What follows belongs to an exercise in optimizing a design on an open flow for small area, a short achievable clock period and few clock cycles per item; a production flow would make more cautious choices.
Power figures rest on the tool's default switching activity, not on a simulated workload.

==> flow/design.v <==
module rm_encoder (
    input  wire       clk,
    input  wire       rst,
    input  wire       in_valid,
    input  wire [7:0] in_data,
    input  wire       in_eos,
    output wire       in_ready,
    output wire       out_valid,
    output wire [7:0] out_data,
    output wire       out_last,
    input  wire       out_ready
);
    localparam [2:0] R_IDLE  = 3'd0,
                     R_COUNT = 3'd1,
                     R_ENTRY = 3'd2,
                     R_LIT   = 3'd3,
                     R_TERM1 = 3'd4,
                     R_TERM2 = 3'd5;
    reg [7:0]  data [0:31];
    reg [2:0]  cnt  [0:31];
    reg [31:0] first;          
    reg       rdy;             
    reg [4:0] w;               
    reg       wfull;           
    reg       pend;            
    reg [4:0] pend_pos;
    reg [7:0] cop;             
    reg [2:0] ncand;           
    reg [1:0] term_cnt;        
    reg [2:0] rs;
    reg [4:0] r;               
    reg [2:0] k;               
    reg [2:0] b;               
    reg       parity;          
    reg       ov, sv;
    reg [7:0] od, sd;
    reg       ol, sl;
    integer q;
    reg [31:0] eq;
    always @(*)
        for (q = 0; q < 32; q = q + 1)
            eq[q] = (data[q] == cop);
    reg [31:0] peq;            
    reg [2:0]  prev_cnt;
    always @(*) begin
        prev_cnt = 3'd0;
        for (q = 0; q < 32; q = q + 1) begin
            peq[q] = eq[q] & (q < pend_pos);
            prev_cnt = prev_cnt | (peq[q] ? cnt[q] : 3'd0);
        end
    end
    wire       prev_any  = |peq;
    wire [2:0] new_cnt   = !prev_any ? 3'b000 :
                           (prev_cnt == 3'b100) ? 3'b100 : {prev_cnt[1:0], ~prev_cnt[2]};
    wire       new_cand  = prev_any && (prev_cnt == 3'b110);
    wire       new_first = ~prev_any;
    reg [31:0] big, cand;
    always @(*)
        for (q = 0; q < 32; q = q + 1) begin
            big[q]  = cnt[q][2] & ~cnt[q][1];
            cand[q] = first[q] & big[q];
        end
    wire [31:0] pf0 = {cand[30:0], 1'b0};
    wire [31:0] pf1 = pf0 | {pf0[30:0], 1'b0};
    wire [31:0] pf2 = pf1 | {pf1[29:0], 2'b0};
    wire [31:0] pf3 = pf2 | {pf2[27:0], 4'b0};
    wire [31:0] pf4 = pf3 | {pf3[23:0], 8'b0};
    wire [31:0] below = pf4 | {pf4[15:0], 16'b0};
    wire [31:0] sel = cand & ~below;
    reg [31:0] rdec;
    always @(*)
        for (q = 0; q < 32; q = q + 1)
            rdec[q] = (r == q);
    wire [31:0] msel = (rs == R_ENTRY) ? sel : rdec;
    reg [7:0] mux_val;
    always @(*) begin
        mux_val = 8'd0;
        for (q = 0; q < 32; q = q + 1)
            mux_val = mux_val | (msel[q] ? data[q] : 8'd0);
    end
    wire lit_here = ~|(rdec & big);
    wire [2:0] ncand_now = ncand + {2'd0, pend & new_cand};
    reg       nv;
    reg [7:0] nd;
    reg       nl;
    always @(*) begin
        nv = 1'b0;
        nd = 8'h00;
        nl = 1'b0;
        case (rs)
            R_COUNT: begin nv = 1'b1; nd = {5'd0, ncand_now}; end
            R_ENTRY: begin
                nv = 1'b1;
                case (b)
                    3'd0:    nd = mux_val;
                    3'd1:    nd = {eq[0], eq[1], eq[2], eq[3], eq[4], eq[5], eq[6], eq[7]};
                    3'd2:    nd = {eq[8], eq[9], eq[10], eq[11], eq[12], eq[13], eq[14], eq[15]};
                    3'd3:    nd = {eq[16], eq[17], eq[18], eq[19], eq[20], eq[21], eq[22], eq[23]};
                    default: nd = {eq[24], eq[25], eq[26], eq[27], eq[28], eq[29], eq[30], eq[31]};
                endcase
            end
            R_LIT:   begin nv = lit_here; nd = mux_val; end
            R_TERM1: begin nv = 1'b1; nd = 8'hFF; nl = ~parity; end
            R_TERM2: begin nv = 1'b1; nd = 8'hFF; nl = 1'b1; end
            default: ;
        endcase
    end
    wire produce = ~sv;                
    wire adv     = produce | ~nv;      
    assign in_ready = rdy;
    wire in_fire  = in_valid && rdy;
    wire wr_byte  = in_fire && !in_eos;
    wire eos_fire = in_fire && in_eos;
    wire fill     = wr_byte && (w == 5'd31);    
    wire tdone = produce && ((rs == R_TERM1 && !parity) || rs == R_TERM2);
    wire [1:0] terms_left = term_cnt - {1'b0, tdone};
    wire [2:0] next_job = (terms_left != 2'd0) ? R_TERM1 :
                          (wfull || fill)      ? R_COUNT : R_IDLE;
    reg [2:0] rs_n;
    reg [4:0] r_n;
    reg       wfull_n;
    always @(*) begin
        rs_n    = rs;
        r_n     = r;
        case (rs)
            R_IDLE:  rs_n = next_job;
            R_COUNT: if (produce) begin
                r_n  = 5'd0;
                rs_n = (ncand_now == 3'd0) ? R_LIT : R_ENTRY;
            end
            R_ENTRY: if (produce && b == 3'd4 && k + 3'd1 == ncand)
                rs_n = R_LIT;
            R_LIT: if (adv) begin
                r_n = r + 5'd1;
                if (r == 5'd31)
                    rs_n = next_job;
            end
            R_TERM1: if (produce)
                rs_n = parity ? R_TERM2 : next_job;
            R_TERM2: if (produce)
                rs_n = next_job;
            default: rs_n = R_IDLE;
        endcase
        wfull_n = (wfull || fill) && !(rs_n == R_COUNT && rs != R_COUNT);
    end
    wire [4:0] w_n        = eos_fire ? 5'd0 : wr_byte ? w + 5'd1 : w;
    wire [1:0] term_cnt_n = term_cnt + {1'b0, eos_fire} - {1'b0, tdone};
    wire       sv_n       = ov && !out_ready && (sv || nv);
    wire       rdy_n      = !wfull_n && (term_cnt_n != 2'd3) &&
                            ((rs_n == R_IDLE) || (rs_n == R_TERM1) || (rs_n == R_TERM2) ||
                             ((rs_n == R_LIT) && ((w_n != r_n) || !sv_n)));
    assign out_valid = ov;
    assign out_data  = od;
    assign out_last  = ol;
    integer p;
    always @(posedge clk) begin
        for (p = 0; p < 32; p = p + 1)
            if (rdy && w == p)
                data[p] <= in_data;
    end
    always @(posedge clk) begin
        for (p = 0; p < 32; p = p + 1) begin
            if (pend && pend_pos == p) begin
                cnt[p]   <= new_cnt;
                first[p] <= new_first;
            end else begin
                if (pend && peq[p] && !big[p])
                    cnt[p] <= {cnt[p][1:0], ~cnt[p][2]};
                if (rs == R_ENTRY && b == 3'd0 && produce && sel[p])
                    first[p] <= 1'b0;
            end
        end
    end
    always @(posedge clk) begin
        if (rst) begin
            rdy      <= 1'b0;
            w        <= 5'd0;
            wfull    <= 1'b0;
            pend     <= 1'b0;
            pend_pos <= 5'd0;
            cop      <= 8'd0;
            ncand    <= 3'd0;
            term_cnt <= 2'd0;
            rs       <= R_IDLE;
            r        <= 5'd0;
            k        <= 3'd0;
            b        <= 3'd0;
            parity   <= 1'b0;
            ov       <= 1'b0;
            od       <= 8'd0;
            ol       <= 1'b0;
            sv       <= 1'b0;
            sd       <= 8'd0;
            sl       <= 1'b0;
        end else begin
            rdy      <= rdy_n;
            w        <= w_n;
            wfull    <= wfull_n;
            term_cnt <= term_cnt_n;
            rs       <= rs_n;
            r        <= r_n;
            pend <= wr_byte;
            if (wr_byte) begin
                pend_pos <= w;
                cop      <= in_data;
            end
            if (pend) begin
                if (pend_pos == 5'd0)
                    ncand <= 3'd0;
                else if (new_cand)
                    ncand <= ncand + 3'd1;
            end
            if (!ov || out_ready) begin
                if (sv) begin
                    ov <= 1'b1; od <= sd; ol <= sl;
                end else begin
                    ov <= nv; od <= nd; ol <= nl;
                end
            end else if (produce && nv) begin
                sd <= nd; sl <= nl;
            end
            sv <= sv_n;
            if (produce && nv)
                parity <= ~parity;
            if ((rs == R_TERM1 || rs == R_TERM2) && tdone)
                parity <= 1'b0;
            if (rs == R_COUNT && produce) begin
                k <= 3'd0;
                b <= 3'd0;
            end
            if (rs == R_ENTRY && produce) begin
                if (b == 3'd0)
                    cop <= mux_val;
                if (b == 3'd4) begin
                    b <= 3'd0;
                    k <= k + 3'd1;
                end else
                    b <= b + 3'd1;
            end
        end
    end
endmodule
Settings: LEC_CHECK=0, CAP_MARGIN=20, CORE_MARGIN=2, CORE_UTILIZATION=40, SLEW_MARGIN=20; clock period 11.0 ns.
run.sh (not shown) runs the stock make flow with config.mk's settings and CLKGATE_MAP_FILE= SYNTH_SCRIPT=/design/flow/synth_recipe.tcl, a recipe that flattens the netlist after the stock synthesis.
Then changed:
--- a/flow/design.v
+++ b/flow/design.v
@@ -39,23 +39,25 @@
     reg [31:0] eq;
     always @(*)
         for (q = 0; q < 32; q = q + 1)
             eq[q] = (data[q] == cop);
     reg [31:0] peq;            
     reg [2:0]  prev_cnt;
+    reg        new_cand;       
     always @(*) begin
         prev_cnt = 3'd0;
+        new_cand = 1'b0;
         for (q = 0; q < 32; q = q + 1) begin
             peq[q] = eq[q] & (q < pend_pos);
             prev_cnt = prev_cnt | (peq[q] ? cnt[q] : 3'd0);
+            new_cand = new_cand | (peq[q] & (cnt[q] == 3'b110));
         end
     end
     wire       prev_any  = |peq;
     wire [2:0] new_cnt   = !prev_any ? 3'b000 :
                            (prev_cnt == 3'b100) ? 3'b100 : {prev_cnt[1:0], ~prev_cnt[2]};
-    wire       new_cand  = prev_any && (prev_cnt == 3'b110);
     wire       new_first = ~prev_any;
     reg [31:0] big, cand;
     always @(*)
         for (q = 0; q < 32; q = q + 1) begin
             big[q]  = cnt[q][2] & ~cnt[q][1];
             cand[q] = first[q] & big[q];
@@ -76,13 +78,14 @@
     always @(*) begin
         mux_val = 8'd0;
         for (q = 0; q < 32; q = q + 1)
             mux_val = mux_val | (msel[q] ? data[q] : 8'd0);
     end
     wire lit_here = ~|(rdec & big);
-    wire [2:0] ncand_now = ncand + {2'd0, pend & new_cand};
+    wire [2:0] ncand_inc = ncand + 3'd1;
+    wire [2:0] ncand_now = (pend && new_cand) ? ncand_inc : ncand;
     reg       nv;
     reg [7:0] nd;
     reg       nl;
     always @(*) begin
         nv = 1'b0;
         nd = 8'h00;
@@ -143,15 +146,17 @@
         endcase
         wfull_n = (wfull || fill) && !(rs_n == R_COUNT && rs != R_COUNT);
     end
     wire [4:0] w_n        = eos_fire ? 5'd0 : wr_byte ? w + 5'd1 : w;
     wire [1:0] term_cnt_n = term_cnt + {1'b0, eos_fire} - {1'b0, tdone};
     wire       sv_n       = ov && !out_ready && (sv || nv);
-    wire       rdy_n      = !wfull_n && (term_cnt_n != 2'd3) &&
-                            ((rs_n == R_IDLE) || (rs_n == R_TERM1) || (rs_n == R_TERM2) ||
-                             ((rs_n == R_LIT) && ((w_n != r_n) || !sv_n)));
+    wire last_lit = (rs == R_LIT) && adv && (r == 5'd31);
+    wire rdy_n = !fill && !wfull && !term_cnt[1] &&
+                 ((rs == R_IDLE) || (rs == R_TERM1) || (rs == R_TERM2) || last_lit ||
+                  ((rs == R_LIT) && ((w_n != r_n) || !sv_n)) ||
+                  ((rs == R_ENTRY) && produce && (b == 3'd4) && (k + 3'd1 == ncand) && !sv_n));
     assign out_valid = ov;
     assign out_data  = od;
     assign out_last  = ol;
     integer p;
     always @(posedge clk) begin
         for (p = 0; p < 32; p = p + 1)
@@ -205,13 +210,13 @@
                 cop      <= in_data;
             end
             if (pend) begin
                 if (pend_pos == 5'd0)
                     ncand <= 3'd0;
                 else if (new_cand)
-                    ncand <= ncand + 3'd1;
+                    ncand <= ncand_inc;
             end
             if (!ov || out_ready) begin
                 if (sv) begin
                     ov <= 1'b1; od <= sd; ol <= sl;
                 end else begin
                     ov <= nv; od <= nd; ol <= nl;
After rerunning: The changed run completed without violations; via count is lower by 4.7%; wire length went down by 6.5%; synthesized cell count barely changes; count of clock-buffer cells in the layout is lower by 7; sequential power hardly moves; die area rises by 1.1%; setup slack gains 0.94 ns; maximum frequency is higher by 18%; critical path depth went down by 8.
No run of this note included a check of the RTL's function; only the layout flow was run.

static timing again, ports no longer ideal:
No port has a modelled driver above. Below, the same layouts with a new extraction and two added sets of constraints.
Step 1, drivers: a clkbuf_16 drives clk and a buf_2 each remaining input, both assumed.
Step 2 times the ports against the registers' clock, not the clock port: input delays grow and output delays shrink by t, the midpoint of the rising clock arrivals with the driver on.
Three values: no drivers, after step 1, after step 2; two values: the first two.
| run | shift t [ns] | slack for setup (ns) | clock arrival spread, ns |
|---|---|---|---|
| the first run | 0.698 | 4.808 / 4.808 / 4.808 | 0.020 / 0.020 |
| the second run | 0.690 | 5.751 / 5.751 / 5.751 | 0.055 / 0.055 |
After both steps setup and hold are still met in every run listed.
